What follows belongs to an exercise in optimizing a design on an open flow for small area; a production flow would make more cautious choices. Function was checked by simulation only, so behaviour that the tests miss may differ from the original. Power is estimated from default activity; no workload was simulated.

## flow/design.v (module list and top-level ports; edited modules follow where they fit)
// module servo_next_raw: 1064 lines
// module servo_mux: 67 lines
module servo_mux (
    input  wire        clk,
    input  wire        rst,           
    input  wire        tick,          
    input  wire        host_valid,    
    input  wire        host_kind,     
    input  wire [27:0] host_word,
    output wire        host_ready,    
    output wire        resp_valid,
    output wire [7:0]  rdata,
    output wire [1:0]  status,
    output wire [15:0] result,
    output wire [3:0]  pin
);
  // ...
==> flow/flow/run.sh <==
#!/bin/bash
# Layout flow: the standard flow (standard.sh) with three changes.
#  1. Synthesis is ORFS's synthesis run by synth_recipe.tcl, with ABC's
#     mapping script replaced by an area-oriented one (abc_map.script) and
#     without ORFS's full-adder extraction; outputs that share a net get
#     sky130_fd_sc_hd__buf_1 buffers. Registers and their names are those of
#     the standard synthesis.
#  2. Ports are buffered with sky130_fd_sc_hd__buf_1 cells.
#  3. Clock tree synthesis uses small clock buffers and no dummy loads.
# Each tool's output goes to a log file of its own in the work folder.
set -euo pipefail
W=$(pwd)
F=$W/flow

# synthesis script: synth_recipe.tcl with ABC's script swapped
{
  cat <<EOT
proc abc {args} {
  set i [lsearch -exact \$args -script]
  if { \$i >= 0 } { set args [lreplace \$args \$i [expr {\$i + 1}] -script $F/abc_map.script] }
  yosys abc {*}\$args
}
EOT
  cat $W/synth_recipe.tcl
} > $W/flow_synth.tcl

bash $W/standard.sh SYNTH_SCRIPT=$W/flow_synth.tcl ADDER_MAP_FILE= \
  "MIN_BUF_CELL_AND_PORTS=sky130_fd_sc_hd__buf_1 A X" synth > $W/synth.log 2>&1

bash $W/standard.sh \
  "BUFFER_PORTS_ARGS=-buffer_cell sky130_fd_sc_hd__buf_1" \
  "CTS_ARGS=-sink_clustering_enable -repair_clock_nets -buf_list {sky130_fd_sc_hd__clkbuf_2 sky130_fd_sc_hd__clkbuf_4} -dont_use_dummy_load" \
  finish > $W/layout.log 2>&1
==> flow/flow/abc_map.script <==
strash
&get -n
&dch -f
&nf -a -R 1000 -p
&put
topo
==> flow/standard.sh <==
#!/bin/bash
# synth_recipe.tcl (not shown) runs the flow's synth.tcl, then flattens the netlist and writes it again
# the make line also repeats each setting of config.mk as NAME=value (left out here)
make -C /OpenROAD-flow-scripts/flow DESIGN_CONFIG=/design/flow/config.mk WORK_HOME=/design/flow/orfs CLKGATE_MAP_FILE= SYNTH_SCRIPT=/design/flow/synth_recipe.tcl "${@:-finish}"
==> flow/config.mk <==
export PLATFORM = sky130hd
export DESIGN_NAME = servo_mux
export DESIGN_NICKNAME = servo_mux
export VERILOG_FILES = /design/flow/design.v
export SDC_FILE = /design/flow/constraint.sdc
export NUM_CORES = 4
export LEC_CHECK = 0
export CAP_MARGIN = 20
export CORE_MARGIN = 2
export CORE_UTILIZATION = 40
export SLEW_MARGIN = 20
==> flow/constraint.sdc <==
create_clock -name core_clock -period 25.0 [get_ports {clk}]
set_input_delay 5.0000 -clock core_clock [delete_from_list [all_inputs] [get_ports {clk}]]
set_output_delay 5.0000 -clock core_clock [all_outputs]
set_load 0.01 [all_outputs]
==> reports/metrics.yaml, run 1 <==
maxSlewHeadroom_pct: 38.43
synth_cells: 567
drt_iter0_drc: 446
sw_frac_of_total_pct: 38.58
cp_top_family: "compound AO/OA/AOI/OAI gates"
io_pins: 65
avgSynthCellArea_um2: 7.267
ir_drop_mv: 0.01681
largest_class: "multi-input gates"
worst_r2r_path_depth: 12
dpl.hpwl_um: 9763
ys_async_sr_fraction_pct: 0
drive_gt1_share_pct: 2.034
r2r_end: "rem[6]$_DFF_P_"
crit_buf_inv: 2
reg2reg_slack_ps: 21440
synth-xor-area-share_pct: 5.952
cp_common_cell: "nor2_1"
skew_ps: 33.55
area_delta_synth_final_pct: 11.87
taps: 136
multi_input_gates: 486
utilization_pct: 45.46
cp-end-kind: "output pin"
dpl.cell_count: 766
crit_fanout: 11
status: "finished clean"
multi_input_area_um2: 2824
drc_errors: 0
synth-main-ff-cell: "dfxtp_1"
p_seq_share_pct: 42.5
grt_use_met1_pct: 30.71
hold_ws_ps: 481.6
top_regs: "pt x32, rem x8"
cts_hold_buf: 0
seq_share_pct: 26.49
num_antenna_cells: 0
die-area_um2: 11130
area_share_clock_buf_inv_pct: 1.466
==> inputs of run 2 (changes only) <==
--- a/flow/flow/run.sh
+++ b/flow/flow/run.sh
@@ -29,5 +29,5 @@
 
 bash $W/standard.sh \
-  "BUFFER_PORTS_ARGS=-buffer_cell sky130_fd_sc_hd__buf_1" \
+  "BUFFER_PORTS_ARGS=-buffer_cell sky130_fd_sc_hd__buf_1" GPL_TIMING_DRIVEN=0 \
   "CTS_ARGS=-sink_clustering_enable -repair_clock_nets -buf_list {sky130_fd_sc_hd__clkbuf_2 sky130_fd_sc_hd__clkbuf_4} -dont_use_dummy_load" \
   finish > $W/layout.log 2>&1
==> run 2 against run 1 <==
Effect of this change: still clean; critical path depth grew 1; sequential cell count unchanged; clock skew decreased by 11 ps; synthesized cell count stayed put; routed wire length is 0.59% higher; die area stayed put; clock power about the same; design area is essentially flat; power grew 0.29%; combinational power is 0.4% higher; worst setup slack got worse by 250 ps.
==> reports/metrics.yaml, run 2 <==
clock_latency_ps: 420
row_count: 37
ys_seq_area_share_pct: 29.64
h-tree-depth: 3
worstMarginPinSlew_ps: 942.0
p_int_uw: 149.7
fin_tns_setup_ps: 0
wirelength_um: 13220
cts_buffer_depth: 2
synth_top_area_share_pct: 29.64
power.share.clock_pct: 19.9
root_buffer: "clkbuf_4"
area_delta_synth_final_pct: 11.84  # about the same
worst_r2r_path_depth: 12  # unchanged
grt_antenna_before_repair: 0
synth_cells: 567  # unchanged
largest-register: "pt"
track_usage_pct: 23.41
post-synth-top-area-cell: "dfxtp_1"
cts_hold_buf: 0  # unchanged
worstPathRequired_ps: 20000
tritoncts: "done"
grt.overflow.total: 0
largest_register_ff_count: 32
holdPathStages: 2
drv_slew: 0
nNetsFinal: 674
grt_pass1_wl_um: 21250
worstSetupPathType: "flop to output pin"
post-synth-top-count-cell: "nand2_1"
viasPerCell: 6.165
ys_top_cells_by_area: "dfxtp_1 30%, nand2_1 7.9%, nor2_1 6.3%"
gp_congestion: 0.9173
cp-end-kind: "output pin"
die_y_um: 105.5
yosysWarnings: 1
max-cap-violations: 0
min_period_ps: 11050
crit_fanout: 11  # unchanged
synth-edff-count: 0
r2r_end: "rem[6]$_DFF_P_"
ant_nets: 0
ys_async_sr_fraction_pct: 0  # unchanged
top_regs: "pt x32, rem x8"
p_comb_share_pct: 37.7
sw_frac_of_total_pct: 38.91  # +0.33 points
rsz0062_at_grt: "no"
synth_commonest_cells: "87 x nand2_1, 69 x nor2_1, 61 x dfxtp_1, 45 x o21ai_0, 42 x a21oi_1"
maxSlewHeadroom_pct: 36.54  # -1.9 points
grt_max_degree: 17
synth_area_um2: 4120
drt_iter0_drc: 459  # +2.9%
leakage_nw: 1.538
arrival_ps: 6050
die-area_um2: 11130  # unchanged
hold_start: "rem[6]$_DFF_P_"
final_common_cell: "nand2_1"
hold_path_class: "flop to flop"
setup_viol_count_final: 0
reg2reg_slack_ps: 21370  # -70 ps
cts_setup_buffers: 0
hold_path_end: "rem[6]$_DFF_P_"
cts_resized: 0
cts.reportedPaths.clkPinSlew_ps: 100
ir_drop_mv: 0.01803  # +7.3%
avgSynthCellArea_um2: 7.267  # unchanged
routedWlPerCell_um: 17.06
numPortBuffers: 60
max_freq_ghz: 0.09053
synth-main-ff-cell: "dfxtp_1"
numCtsBuffers: 9
core-area_um2: 10140
vias: 4778
num_antenna_cells: 0  # unchanged
io_pins: 65  # unchanged
start_util_pct: 40.64
fp.dieW_um: 105.5
first_pass_iters: 8
dpl.hpwl_um: 9723  # -0.42%
power_density_nw_per_um2: 53.18
skew_ps: 22.06  # -11.49 ps
reg2reg_from: "cur[0]$_DFF_P_"
final_hold_viol_count: 0
drive_gt1_share_pct: 1.721  # -0.31 points
grt_pass1_vias: 4358
final_cell_mix: "87 x nand2_1, 69 x nor2_1, 64 x buf_1, 61 x dfxtp_1, 45 x o21ai_0"
ys_types: 52
synth_seq_cells: 61
drc_errors: 0  # unchanged
p_sw_uw: 95.35
utilization_pct: 45.45  # about the same
status: "finished clean"
fin_crit_sh_pct: 44.19
fillCellCount: 1062
startpoint_type: "flop"
clkSinkCount: 61
p_seq_share_pct: 42.4  # about the same
run 2: layout make-up:
type	instances	area, um2	area share (%)
multi-input cells	486	2838	61.58
flip-flops and latches	61	1221	26.50
repair buffers	60	225.2	4.887
well taps	136	170.2	3.693
inverters	19	71.32	1.548
clock buffers	9	67.56	1.466
plain buffers	4	15.01	0.3258
run 2: cells by family after synthesis:
kind of cell               share of synthesized area, %
adders and majority gates                        0.4859
muxes                                             1.761
buffers and inverters                             2.095
and+or+nand+nor                                   27.15
other                                           0.09101
DFF                                               29.64
xor gates and xnor gates                          5.952
AOI/OAI and AO/OA                                 32.83
run 2: stage by stage:
step	hold WS (ps)	cells	instance area (um2)	worst slack (ps)	power, mW
after floorplan	445.5	570	4131	15430	0.1717
after global placement	461.1	766	4527	14630	0.1949
after detailed placement	465.8	766	4541	14560	0.1960
after CTS	477.2	775	4608	14060	0.2435
after global routing	517.5	775	4608	13390	0.2599
final	477.3	775	4608	13950	0.2451
run 2: routing by layer:
metal | vias to the layer above | routed length [um] | track usage (%)
met3 | 23 | 749 | 2.659
li1 | 2308 | - | -
met4 | 0 | 335 | 10.24
met5 | - | 0 | 0
met2 | 193 | 6256 | 38.66
met1 | 2254 | 5877 | 30.83
run 2: power by group through the flow:
stage / logic [mW] / registers [mW] / clock network, mW
after global placement: 0.0889 / 0.106 / 0
final: 0.0924 / 0.104 / 0.0487
after global routing: 0.102 / 0.105 / 0.0532
after floorplan: 0.0662 / 0.105 / 0
after detailed placement: 0.0898 / 0.106 / 0
after CTS: 0.0904 / 0.104 / 0.0491
run 2: worst max-delay path by stage:
stage	from	end	slack (ps)
2_1_floorplan	rch[0]$_DFF_P_	rdata[6]	15430
3_3_place_gp	rch[0]$_DFF_P_	result[6]	14630
3_5_place_dp	rch[0]$_DFF_P_	result[6]	14560
4_1_cts	rch[0]$_DFF_P_	result[6]	14060
5_1_grt	rch[0]$_DFF_P_	result[6]	13390
6_report	rch[0]$_DFF_P_	result[6]	13950
run 2: worst max-delay path, stage by stage (launching register included):
cell	delay, ps
dfxtp_1	360
and2_0	420
a222oi_1	640
nand2_1	380
xor2_1	480
nor2_1	110
nand3_1	130
nor2_1	80
a311o_1	310
xnor2_1	230
o22ai_1	140
nor2_1	160
o21ai_0	120
nor2b_1	180
maj3_1	400
maj3_1	410
nor2_1	140
xnor2_1	210
nand2b_1	170
nor2_1	50
a21oi_1	210
o22ai_1	120
buf_1	150
==> inputs of run 3 (changes only) <==
==> flow/flow/run.sh (replaced) <==
#!/bin/bash
# Layout flow: the standard flow (standard.sh) with three changes.
#  1. Synthesis is ORFS's synthesis run by synth_recipe.tcl, with ABC's
#     mapping script replaced by an area-oriented one (abc_map.script) and
#     without ORFS's full-adder extraction. Registers and their names are
#     those of the standard synthesis.
#  2. Ports are buffered with sky130_fd_sc_hd__buf_1 cells.
#  3. Clock tree synthesis uses small clock buffers and no dummy loads.
# Each tool's output goes to a log file of its own in the work folder.
set -euo pipefail
W=$(pwd)
F=$W/flow

# synthesis script: synth_recipe.tcl with ABC's script swapped
{
  cat <<EOT
proc abc {args} {
  set i [lsearch -exact \$args -script]
  if { \$i >= 0 } { set args [lreplace \$args \$i [expr {\$i + 1}] -script $F/abc_map.script] }
  yosys abc {*}\$args
}
EOT
  cat $W/synth_recipe.tcl
} > $W/flow_synth.tcl

bash $W/standard.sh SYNTH_SCRIPT=$W/flow_synth.tcl ADDER_MAP_FILE= synth > $W/synth.log 2>&1

bash $W/standard.sh \
  "BUFFER_PORTS_ARGS=-buffer_cell sky130_fd_sc_hd__buf_1" \
  "CTS_ARGS=-sink_clustering_enable -repair_clock_nets -buf_list {sky130_fd_sc_hd__clkbuf_2 sky130_fd_sc_hd__clkbuf_4} -dont_use_dummy_load" \
  finish > $W/layout.log 2>&1
==> run 3 against run 2 <==
Effect of this change: sequential share of layout area barely moved; area after synthesis is 0.36% higher; register-to-register slack gained 120 ps; global-route usage decreased by 0.33 points; first-iteration DRC count down 4.1%; highest routed layer unchanged.
==> reports/metrics.yaml, run 3 <==
largest_register_ff_count: 32  # unchanged
r2r_end: "rem[6]$_DFF_P_"
largest-register: "pt"
die-area_um2: 11170  # +0.35%
track_usage_pct: 23.08  # -0.33 points
utilization_pct: 45.26  # -0.19 points
final_hold_viol_count: 0  # unchanged
ant_nets: 0  # unchanged
worst_r2r_path_depth: 12  # unchanged
synth-main-ff-cell: "dfxtp_1"
wirelength_um: 13020  # -1.5%
cts_resized: 0  # unchanged
die_y_um: 105.7  # +0.18%
dp_slack_ps: 14810  # +255.3 ps
avgSynthCellArea_um2: 7.293  # +0.36%
start_util_pct: 40.60  # about the same
synth-compound-area-share_pct: 32.71  # -0.12 points
fillCellCount: 1095  # +3.1%
min_period_ps: 10710  # -331.9 ps
synth_commonest_cells: "87 x nand2_1, 69 x nor2_1, 61 x dfxtp_1, 45 x o21ai_0, 42 x a21oi_1"
h-tree-depth: 3  # unchanged
ys_types: 52  # unchanged
synth_area_um2: 4135  # +0.36%
hold_ws_ps: 486.2  # +8.884 ps
hold_path_end: "rem[6]$_DFF_P_"
holdPathStages: 2  # unchanged
vias: 4696  # -1.7%
fin_crit_sh_pct: 42.86  # -1.3 points
max-cap-violations: 0  # unchanged
row_count: 37  # unchanged
ir_drop_mv: 0.01662  # -7.8%
arrival_ps: 5710  # -340 ps
first_pass_iters: 7  # -1
ys_async_sr_fraction_pct: 0  # unchanged
p_sw_uw: 93.07  # -2.4%
numPortBuffers: 60  # unchanged
synth_seq_cells: 61  # unchanged
sw_frac_of_total_pct: 38.28  # -0.63 points
reg2reg_from: "cur[0]$_DFF_P_"
synth.area.mux_share_pct: 1.755  # -0.0064 points
top_layer: "met4"
root_buffer: "clkbuf_4"
wl_met3_um: 793  # +5.9%
clock_latency_ps: 410  # about the same
numCtsBuffers: 9  # unchanged
p_seq_share_pct: 42.8  # +0.4 points
post-synth-top-count-cell: "nand2_1"
grt_max_degree: 17  # unchanged
cts_buffer_depth: 2  # unchanged
worstMarginPinSlew_ps: 836.6  # -105.4 ps
max_stage_delay_ps: 550  # -90 ps
drc_errors: 0  # unchanged
yosysWarnings: 1  # unchanged
power.share.clock_pct: 19.5  # -0.4 points
postLayoutSetupSlackWorst_ps: 14290  # +331.9 ps
grt.overflow.total: 0  # unchanged
nNetsFinal: 674  # unchanged
max_freq_ghz: 0.09333  # +3.1%
drt-met1-wl_um: 5768  # -1.9%
fin_tns_setup_ps: 0  # unchanged
cts_setup_buffers: 0  # unchanged
ys_top_cells_by_area: "dfxtp_1 30%, nand2_1 7.9%, nor2_1 6.3%"
cts_hold_buf: 0  # unchanged
area_delta_synth_final_pct: 11.47
synth-xor-area-share_pct: 5.930  # -0.022 points
worstPathRequired_ps: 20000  # about the same
fin_cells: 775  # unchanged
skew_ps: 39.88  # +17.82 ps
worstSetupPathType: "flop to output pin"
grt_pass1_wl_um: 21080  # -0.81%
status: "finished clean"
cp_cell_sequence: "and2_0, a222oi_1, nand2_1, xor2_1, nor2_1, nand3_1, nor2_1, a311o_1, xnor2_1, o22ai_1, nor2_1, o21ai_0, nor2b_1, maj3_1, maj3_1, nor2_1, xnor2_1, nand2b_1, nor2_1, a21oi_1, o22ai_1, buf_1"
rsz0062_at_grt: "no"
synth-simple-area-share_pct: 27.05  # -0.099 points
synth_cells: 567  # unchanged
p_comb_share_pct: 37.7  # about the same
crit_slowest_cell: "a222oi_1"
cts.reportedPaths.clkPinSlew_ps: 90  # about the same
gp_congestion: 0.9144  # -0.32%
tritoncts: "done"
synth-edff-count: 0  # unchanged
cp_common_cell: "nor2_1"
postPlaceCellArea_um2: 4542  # about the same
maxSlewHeadroom_pct: 44.11  # +7.6 points
startpoint_type: "flop"
p_int_uw: 150.1  # +0.24%
drt_iter0_drc: 440  # -4.1%
io_pins: 65  # unchanged
post-synth-top-area-cell: "dfxtp_1"
design_area_um2: 4609  # about the same
critPathLaunch: "rch[0]$_DFF_P_"
final_common_cell: "nand2_1"
num_antenna_cells: 0  # unchanged
hold_path_class: "flop to flop"
dpl.hpwl_um: 9840  # +1.2%
drv_slew: 0  # unchanged
leakage_nw: 1.552  # +0.93%
synth_top_area_share_pct: 29.53  # -0.11 points
power_density_nw_per_um2: 52.75  # -0.81%
grt_pass1_vias: 4354  # -0.092%
ys_seq_area_share_pct: 29.53  # -0.11 points
met2_length_um: 6257  # about the same
final_cell_mix: "87 x nand2_1, 69 x nor2_1, 61 x dfxtp_1, 60 x buf_1, 45 x o21ai_0"
crit_fanout: 11  # unchanged
dpl.cell_count: 766  # unchanged
synth_top_family_by_area: "compound AO/OA/AOI/OAI gates"
setup_viol_count_final: 0  # unchanged
routedWlPerCell_um: 16.80  # -1.5%
grt_antenna_before_repair: 0  # unchanged
reg2reg_slack_ps: 21490  # +120 ps
core-area_um2: 10180  # +0.46%
drive_gt1_share_pct: 2.034  # +0.31 points
p_total_uw: 243.2  # -0.78%
hold_start: "rem[6]$_DFF_P_"
viasPerCell: 6.059  # -1.7%
fp.dieW_um: 105.7  # +0.18%
synthAdderAreaFrac_pct: 0.4841  # -0.0018 points
cp-end-kind: "output pin"
top_regs: "pt x32, rem x8"
clkSinkCount: 61  # unchanged
-- run 3: cell type report --
class,instances,area [um2],share of cell area (%)
Clock buffer,9,67.56,1.466
Inverter,19,71.32,1.547
Multi-Input combinational cell,486,2824,61.26
Sequential cell,61,1221,26.49
Tap cell,136,170.2,3.692
Timing Repair Buffer,64,255.2,5.537
-- run 3: critical path: cells and delay by family (launching register included) --
kind	cells	cell delay, ps
buffers and inverters	1	150
DFF	1	350
AOI/OAI and AO/OA	6	1410
xor gates and xnor gates	3	920
and+or+nand+nor	10	1710
adders and majority gates	2	790
-- run 3: cells by family after synthesis --
logic type               after synthesis
flip-flops                            61
XOR/XNOR                              28
buffers and inverters                 23
adder cells (fa/ha/maj)                2
other                                  1
multiplexers                           7
AND/OR/NAND/NOR                      244
AO/OA/AOI/OAI                        201
-- run 3: worst max-delay path by stage --
stage,end,cells after the start
detailed placement,result[6],22
global route,rdata[6],22
floorplan,rdata[6],21
global placement,result[6],22
CTS,result[6],22
finish,result[6],22
-- run 3: power groups by stage --
stage	registers, mW	clock network [mW]	logic [mW]
final	0.104	0.0475	0.0916
after global routing	0.105	0.0521	0.102
after CTS	0.104	0.0489	0.0900
after detailed placement	0.106	0	0.0893
after global placement	0.106	0	0.0887
after floorplan	0.105	0	0.0665
-- run 3: routing by layer --
layer  GRT usage, %  vias to the layer above
li1               -                     2313
met1          29.81                     2201
met2          39.17                      164
met3          3.649                       18
met4          7.707                        0
met5              0                        -

port drivers added, routing unchanged:
The results above use ideal ports. As a check the final layouts listed here were re-extracted and re-timed, cells and wires unchanged.
Step 1: set_driving_cell puts a clkbuf_16 on clk and a buf_2 on each other input, an assumption about the parent block.
Step 2, shift: input delay + t, output delay - t, t = (earliest + latest rising clock arrival at the registers) / 2. This alone moves slack from input paths to output paths.
Three values: ideal, step 1, step 2; two values: the first two.
run | t, ns | slack for setup (ns) | clock arrival spread, ns | slew at the worst register clock pin (ns)
run 1 | 0.429 | 14.205 / 14.175 / 14.604 | 0.034 / 0.034 | 0.12 / 0.12
run 2 | 0.439 | 13.953 / 13.924 / 14.363 | 0.022 / 0.022 | 0.10 / 0.10
run 3 | 0.417 | 14.285 / 14.257 / 14.674 | 0.040 / 0.040 | 0.11 / 0.11
After both steps setup and hold are still met in every run listed.
